Context: an optimization exercise on an open-source flow, tuned for small area, a short achievable clock period and few clock cycles. The choices shown serve that exercise and are no tape-out recipe.
In this exercise RTL edits were held to simulation tests only and were not proved equivalent to the original.

## bpce
module bpce (
    input  wire        clk,
    input  wire        rst,
    input  wire        cmd_valid,
    output wire        cmd_ready,
    input  wire [31:0] cmd_data,
    output wire        rsp_valid,
    input  wire        rsp_ready,
    output wire [31:0] rsp_data,
    output wire        mem_en,
    output wire        mem_we,
    output wire [11:0] mem_addr,
    output wire [31:0] mem_wdata,
    input  wire [31:0] mem_rdata
);
Size in the first run: ~780 flip-flops, ~150 I/O pins, ~56000 µm² of cells after synthesis.
clock: 25.0 ns
lec_check: 0
cap_margin: 30
core_margin: 2
core_utilization: 55
cts_cluster_diameter: 100
cts_cluster_size: 20
place_density: 0.7
slew_margin: 45
standard.sh (not shown) runs the stock make flow with config.mk's settings and CLKGATE_MAP_FILE= SYNTH_SCRIPT=/design/flow/synth_recipe.tcl, a recipe that flattens the netlist after the stock synthesis.
==> flow/flow/run.sh <==
#!/bin/bash
# Layout flow: the standard flow (standard.sh, all steps), except that the
# input and output port buffers are sky130_fd_sc_hd__buf_2 cells instead of the
# default delay buffers.  Every port still gets its own buffer.
# The full output of the flow goes to standard.log in this folder.
set -o pipefail
export BUFFER_PORTS_ARGS="-buffer_cell sky130_fd_sc_hd__buf_2"
bash standard.sh > standard.log 2>&1
Testbench counts at the start, summed over its fixed seeds: cycles 54,709.
Edit:
--- a/flow/design.v
+++ b/flow/design.v
@@ -126,15 +126,15 @@
             6'd9, 6'd10: begin epw_p2 = 1'b0; epw_d = 4'd3; end
             6'd11, 6'd12, 6'd13, 6'd14, 6'd15, 6'd16: epw_sh = 3'd1;
             default: epw_sh = 3'd0;
         endcase
     end
     wire        d_legal = w0ok && !((op_r == 3'd3 || op_r == 3'd5) && w1nz);
     wire        d_none  = (kind == K_NONE);
-    reg         d_oob;       
+    wire        d_oob   = w1hi || (dq >= n_r);    
     wire        d_get   = d_legal && !d_none && (op_r == 3'd4) && !d_oob;
     wire        d_gfast = d_get && !(is_v2 && !epw_p2);
     wire        d_dcmp  = d_legal && !d_none && (op_r == 3'd3);
     wire [2:0]  d_stat  = (op_r == 3'd2) ? (cok ? 3'd0 : !w0ok ? 3'd5 : d_none ? 3'd4 : 3'd3) :
                           !d_legal ? 3'd5 :
                           (d_none && op_r != 3'd1) ? 3'd4 :
                           (op_r == 3'd1) ? ((w1hi || dq > 11'd2) ? 3'd2 : 3'd0) :
@@ -365,18 +365,17 @@
                 S_IDLE: if (cmd_fire) begin
                     op_r  <= (cmd_data[31:24] >= 8'd1 && cmd_data[31:24] <= 8'd5) ? cmd_data[26:24] : 3'd0;
                     w0ok  <= (cmd_data[31:24] >= 8'd1 && cmd_data[31:24] <= 8'd5) && (cmd_data[23:0] == 24'd0);
                     st_nx    = S_W1;
                 end
                 S_W1: begin
                     dq          <= cmd_data[10:0];
-                    mem_wdata_r <= cmd_data;
+                    rq1         <= cmd_data;
                     w1nz        <= (cmd_data != 32'd0);
                     w1hi        <= (cmd_data[31:11] != 21'd0);
-                    d_oob       <= (cmd_data[31:11] != 21'd0) || (cmd_data[10:0] >= n_r);
                     ma          <= is_v2 ? {6'd0, cmd_data[4:0] & g_m[4:0]} : cmd_data[10:0];
                     mb          <= mw;
                     cok         <= w0ok && (kind != K_NONE) && (cmd_data <= 32'd1024);
                     li          <= 11'd0;
                     l_last      <= (cmd_data[10:0] == 11'd1);
                     d_last      <= (cmd_data == 32'd1);
                     dcnt        <= 4'd0;
@@ -452,16 +451,16 @@
                         endcase
                     end
                 end
                 S_LOAD: if (!w1nz) begin
                     st_nx = S_DEC;
                 end else if (!cok) begin
                     if (cmd_fire) begin
-                        mem_wdata_r <= mem_wdata_r - 32'd1;
-                        d_last      <= (mem_wdata_r == 32'd2);
+                        rq1         <= rq1 - 32'd1;
+                        d_last      <= (rq1 == 32'd2);
                         if (d_last)
                             st_nx = S_DEC;
                     end
                 end else begin
                     mem_addr_r  <= is_v3 ? (12'hC00 + {1'b0, li}) : {1'b0, li};
                     mem_wdata_r <= cmd_data;
                     if (cmd_fire) begin
What happened:
- cell count hardly moves
- synthesized area is lower slightly
- sequential share of layout area fell by 0.34 points
- count of clock-buffer cells in the layout stays the same
- synthesized cell count grows slightly
- cell area went down slightly
- die area drops slightly
- via count stays flat
- setup slack got worse by 68 ps
- fmax is lower slightly
Testbench counts after the change, summed over its fixed seeds: cycles 54,709.

==> re-timing with driven ports <==
No port has a modelled driver above. Below, the same layouts with a new extraction and two added sets of constraints. Step 1 (the two cells are an assumption about what drives the block):
set clk [get_ports {clk}]
set_driving_cell -lib_cell sky130_fd_sc_hd__clkbuf_16 $clk
set_driving_cell -lib_cell sky130_fd_sc_hd__buf_2 [delete_from_list [all_inputs] $clk]
Step 2, shift: input delay + t, output delay - t, t = (earliest + latest rising clock arrival at the registers) / 2. This alone moves slack from input paths to output paths. Three values: ideal ports, drivers, drivers and shift; two values: the first two.
run | t, ns | setup WS [ns] | worst setup path at the end | pins driven straight from the clock port
the first run | 0.774 | 18.127 / 18.127 / 17.512 | input to register | 1
the second run | 0.786 | 18.058 / 18.036 / 17.250 | input to register | 1
After both steps every run listed still meets setup and hold. For the second run, which loses most, drivers alone change the setup slack by -0.022 ns; drivers and shift together by -0.808 ns.
